This is an optimization exercise on Yosys and OpenROAD, whose aim is small area, not a production implementation. Only simulation tests tie the RTL to the original design; equivalence was not proved. No activity file was given, so power comes from the tool's default toggle rates.

P:
==> module hlm_seq, before the edit <==
module hlm_seq (
    input  wire        clk,
    input  wire        rst,
    input  wire        cmd_valid,
    output wire        cmd_ready,
    input  wire [2:0]  cmd_len,
    input  wire [31:0] cmd_w0,
    input  wire [31:0] cmd_w1,
    input  wire [31:0] cmd_w2,
    input  wire [31:0] cmd_w3,
    input  wire [31:0] cmd_w4,
    output reg         rsp_valid,
    output wire [31:0] rsp_status,
    output wire [31:0] rsp_info,
    output wire [31:0] rsp_res,
    output reg         bus_req,
    output wire        bus_we,
    output wire [11:0] bus_addr,
    output wire [31:0] bus_wdata,
    input  wire        bus_ack,
    input  wire [31:0] bus_rdata,
    input  wire        bus_err,
    output wire        acc_we,
    output wire [15:0] acc_wdata,
    output wire        data_we,
    output wire [15:0] data_wdata,
    input  wire [15:0] acc_rdata,
    input  wire [15:0] data_rdata,
    input  wire        mii_busy
);
    reg         st_int;      
    reg         st_mdio;     
    reg  [2:0]  step;        
    reg         wr;          
    reg         c45;         
    reg  [31:0] res_q;       
    reg  [11:0] addr_q;      
    reg  [3:0]  info_q;      
    reg         ioerr_q;     
    assign cmd_ready  = !(bus_req | st_int | st_mdio);
    assign rsp_status = {29'd0, ioerr_q, 1'b0, |info_q};
    assign rsp_info   = {28'd0, info_q[3:1], info_q[0] | ioerr_q};
    assign rsp_res    = res_q;
    assign bus_we     = wr;
    assign bus_addr   = addr_q;
    assign bus_wdata  = res_q;
    wire [4:0] code  = cmd_w0[4:0];
    wire known  = !(|cmd_w0[31:5]) &&
                  (code[4:1] == 4'b0100 || code[4:2] == 3'b100);
    wire is_reg = !code[4];
    wire is_c45 = code[1];
    wire [2:0] want_len = (is_reg ? 3'd2 : is_c45 ? 3'd4 : 3'd3) + {2'd0, code[0]};
    wire len_ok  = (cmd_len == want_len);
    wire w1_hi   = |cmd_w1[31:12];
    wire w1_ge32 = w1_hi | (|cmd_w1[11:5]);
    wire w2_ge32 = |cmd_w2[31:5];
    wire w3_big  = |cmd_w3[31:16];
    wire w4_big  = |cmd_w4[31:16];
    wire ok1     = known && len_ok;
    wire mdio_ok = ok1 && !is_reg;
    wire f_w0    = !known;
    wire f_len   = known && !len_ok;
    wire f_w1    = ok1 && (is_reg ? w1_hi : w1_ge32);
    wire f_w2    = mdio_ok && !w1_ge32 && w2_ge32;
    wire m_ok2   = mdio_ok && !w1_ge32 && !w2_ge32;
    wire f_w3    = m_ok2 && w3_big && (is_c45 || code[0]);
    wire f_w4    = m_ok2 && is_c45 && code[0] && !w3_big && w4_big;
    wire m_pass  = m_ok2 && !f_w3 && !f_w4;
    wire v_fail  = f_w0 || f_len || f_w1 || f_w2 || f_w3 || f_w4;
    wire [3:0] v_info = f_w0  ? 4'd7 :
                        f_len ? 4'd8 :
                        f_w1  ? (is_reg ? 4'd1 : 4'd2) :
                        f_w2  ? (is_c45 ? 4'd4 : 4'd3) :
                        f_w3  ? (is_c45 ? 4'd5 : 4'd6) :
                        f_w4  ? 4'd6 : 4'd0;
    wire is_mii = (cmd_w1[11:0] == 12'h120) || (cmd_w1[11:0] == 12'h124);
    wire acc      = cmd_valid && cmd_ready;
    wire bus_done = bus_req && bus_ack;
    wire m_idle   = st_mdio && !mii_busy;
    wire m_done   = m_idle && step[2];
    wire launch   = m_idle && !step[2];
    wire s_w0  = acc && f_w0;
    wire s_len = acc && f_len;
    wire s_w1  = acc && f_w1;
    wire s_w2  = acc && (f_w2 || (ok1 && is_reg && !w1_hi));
    wire s_w3  = acc && (f_w3 || m_pass);
    wire s_w4l = acc && m_pass;
    wire s_w4  = acc && f_w4;
    wire s_bus = bus_done && (bus_err || !wr);
    wire s_d   = !wr && ((st_int && addr_q[2]) || m_done);
    wire s_a   = !wr && st_int && !addr_q[2];
    wire s_hld = !(acc || st_int || bus_done || m_done);
    always @(posedge clk) begin
        res_q <= ({32{s_w0}} & cmd_w0) |
                 ({32{s_len}} & {29'd0, cmd_len}) |
                 ({32{s_w1}} & cmd_w1) |
                 ({32{s_w2}} & cmd_w2) |
                 ({32{s_w3}} & cmd_w3) |
                 ({32{s_w4l}} & {cmd_w4[15:0], 16'd0}) |
                 ({32{s_w4}} & cmd_w4) |
                 ({32{s_bus}} & bus_rdata) |
                 ({32{s_d}} & {16'd0, data_rdata}) |
                 ({32{s_a}} & {16'd0, acc_rdata}) |
                 ({32{s_hld}} & res_q);
    end
    always @(posedge clk) begin
        if (acc)
            addr_q <= {cmd_w1[11:10], is_reg ? cmd_w1[9:5] : cmd_w2[4:0], cmd_w1[4:0]};
    end
    wire [4:0]  phy   = addr_q[4:0];
    wire [4:0]  regad = addr_q[9:5];
    wire        last  = (step[1:0] == 2'd3);
    wire [4:0]  t_reg = (last && !c45) ? regad : (step[0] ? 5'h0E : 5'h0D);
    wire [15:0] t_acc = {phy, t_reg, 4'd0, !last | wr, 1'b1};
    wire int_acc  = st_int && wr && !addr_q[2];
    wire int_data = st_int && wr && addr_q[2];
    wire d_lo  = st_int || (launch && step[0] && !(last && c45));
    wire d_hi  = launch && last && c45;
    wire d_dev = launch && !step[0];
    assign acc_we     = int_acc || launch;
    assign data_we    = int_data || launch;
    assign acc_wdata  = ({16{st_int}} & res_q[15:0]) | ({16{launch}} & t_acc);
    assign data_wdata = ({16{d_lo}} & res_q[15:0]) | ({16{d_hi}} & res_q[31:16]) |
                        ({16{d_dev}} & {1'b0, step[1], 9'd0, regad});
    always @(posedge clk) begin
        info_q  <= {4{acc}} & v_info;
        ioerr_q <= bus_done && bus_err;
    end
    always @(posedge clk) begin
        if (rst) begin
            st_int    <= 1'b0;
            st_mdio   <= 1'b0;
            bus_req   <= 1'b0;
            rsp_valid <= 1'b0;
        end else begin
            rsp_valid <= 1'b0;
            if (acc) begin
                wr      <= code[0];
                c45     <= is_c45;
                step    <= is_c45 ? 3'd0 : 3'd3;
                if (v_fail)
                    rsp_valid <= 1'b1;
                else if (!is_reg)
                    st_mdio <= 1'b1;
                else if (is_mii)
                    st_int <= 1'b1;
                else
                    bus_req <= 1'b1;
            end
            if (st_int) begin
                st_int    <= 1'b0;
                rsp_valid <= 1'b1;
            end
            if (bus_done) begin
                bus_req   <= 1'b0;
                rsp_valid <= 1'b1;
            end
            if (m_idle) begin
                if (step[2]) begin
                    st_mdio   <= 1'b0;
                    rsp_valid <= 1'b1;
                end else begin
                    step <= step + 3'd1;
                end
            end
        end
    end
endmodule
clock: 6.0 ns
lec_check: 0
cap_margin: 20
core_margin: 2
core_utilization: 30
slew_margin: 20
standard.sh (not shown) runs the stock make flow with config.mk's settings and CLKGATE_MAP_FILE= SYNTH_SCRIPT=/design/flow/synth_recipe.tcl, a recipe that flattens the netlist after the stock synthesis.
==> flow/flow/run.sh <==
#!/bin/bash
# The standard layout with these changes:
#  - synthesis maps with an area-oriented ABC script (flow/abc_area.script);
#    everything else in synthesis is ORFS's and the standard flow's own script, so the
#    registers are the standard synthesis's
#  - port buffers are buf_1 (every port still gets one)
#  - the clock tree uses clkbuf_8 and no dummy loads
#  - constant outputs share the single tie cell synthesis makes
# Each tool's full output goes to a log in this folder (and ORFS's own logs
# under orfs/logs).
set -euo pipefail
HERE=$(pwd)
export BUFFER_PORTS_ARGS="-buffer_cell sky130_fd_sc_hd__buf_1"
export CTS_ARGS="-sink_clustering_enable -repair_clock_nets -buf_list sky130_fd_sc_hd__clkbuf_8 -dont_use_dummy_load"
export SKIP_REPAIR_TIE_FANOUT=1
rm -rf scripts_area
cp -r "$FLOW_HOME/scripts" scripts_area
cp flow/abc_area.script scripts_area/abc_speed.script
bash standard.sh SCRIPTS_DIR="$HERE/scripts_area" synth > synth_make.log 2>&1
bash standard.sh > standard_make.log 2>&1
==> flow/flow/abc_area.script <==
&get -n
&st
&deepsyn -T 60
&dch -f
&nf -p -F 10 -A 10 -C 32 -R 1000
&put
#### Input delta (Q over P)
--- a/flow/design.v
+++ b/flow/design.v
@@ -97,7 +97,6 @@
     reg         st_mdio;     
     reg  [2:0]  step;        
     reg         wr;          
-    reg         c45;         
     reg  [31:0] res_q;       
     reg  [11:0] addr_q;      
     reg  [3:0]  info_q;      
@@ -142,8 +141,9 @@
     wire acc      = cmd_valid && cmd_ready;
     wire bus_done = bus_req && bus_ack;
     wire m_idle   = st_mdio && !mii_busy;
-    wire m_done   = m_idle && step[2];
-    wire launch   = m_idle && !step[2];
+    wire s_done   = step[2] && !step[0];
+    wire m_done   = m_idle && s_done;
+    wire launch   = m_idle && !s_done;
     wire s_w0  = acc && f_w0;
     wire s_len = acc && f_len;
     wire s_w1  = acc && f_w1;
@@ -174,13 +174,13 @@
     end
     wire [4:0]  phy   = addr_q[4:0];
     wire [4:0]  regad = addr_q[9:5];
-    wire        last  = (step[1:0] == 2'd3);
-    wire [4:0]  t_reg = (last && !c45) ? regad : (step[0] ? 5'h0E : 5'h0D);
+    wire        last  = step[0] && (step[1] || step[2]);
+    wire [4:0]  t_reg = step[2] ? regad : (step[0] ? 5'h0E : 5'h0D);
     wire [15:0] t_acc = {phy, t_reg, 4'd0, !last | wr, 1'b1};
     wire int_acc  = st_int && wr && !addr_q[2];
     wire int_data = st_int && wr && addr_q[2];
-    wire d_lo  = st_int || (launch && step[0] && !(last && c45));
-    wire d_hi  = launch && last && c45;
+    wire d_lo  = st_int || (launch && step[0] && !(step[1:0] == 2'd3));
+    wire d_hi  = launch && (step[1:0] == 2'd3);
     wire d_dev = launch && !step[0];
     assign acc_we     = int_acc || launch;
     assign data_we    = int_data || launch;
@@ -201,8 +201,7 @@
             rsp_valid <= 1'b0;
             if (acc) begin
                 wr      <= code[0];
-                c45     <= is_c45;
-                step    <= is_c45 ? 3'd0 : 3'd3;
+                step    <= is_c45 ? 3'd0 : 3'd5;
                 if (v_fail)
                     rsp_valid <= 1'b1;
                 else if (!is_reg)
@@ -221,7 +220,7 @@
                 rsp_valid <= 1'b1;
             end
             if (m_idle) begin
-                if (step[2]) begin
+                if (s_done) begin
                     st_mdio   <= 1'b0;
                     rsp_valid <= 1'b1;
                 end else begin
## What came out
Q | stages: all done | timing, DRC, antenna: all pass
Of Q and P, the higher proportion of power drawn by combinational gates belongs to P.
From P to Q the numbers moved as follows: number of global-route vias before repair fell by 286; cell area fell by 91 µm²; flip-flop and latch count fell by 1; maximum vdd drop fell by 2.1%.
Going from P to Q, total length of routed met3 wires lower, relative area of non-clock buffer cells in the final design higher.
Area taken by flip-flops and latches: higher on P
Floorplan die width ended up 0.75% lower on Q than on P.
Power share of the clock group sits higher in Q than in P.

==> port drivers added, routing unchanged <==
The results above use ideal ports. As a check the final layouts listed here were re-extracted and re-timed, cells and wires unchanged. Step 1 assumes that a clkbuf_16 drives the clock port and a buf_2 every other input. Step 2 times the ports against the registers' clock, not the clock port: input delays grow and output delays shrink by t, the midpoint of the rising clock arrivals with the driver on. Slacks: no drivers / after step 1 / after step 2; pairs: no drivers / after step 1.
run	shift t [ns]	setup WS [ns]	slew at the worst register clock pin (ns)	worst slew at a driven data input, ns
P	0.419	1.470 / 1.489 / 1.070	0.10 / 0.10	0.09
Q	0.417	1.052 / 1.058 / 0.641	0.11 / 0.11	0.07
After both steps every run listed still meets setup and hold. The setup slack of Q, which loses most, moves by +0.006 ns with the drivers and by -0.411 ns with both steps.
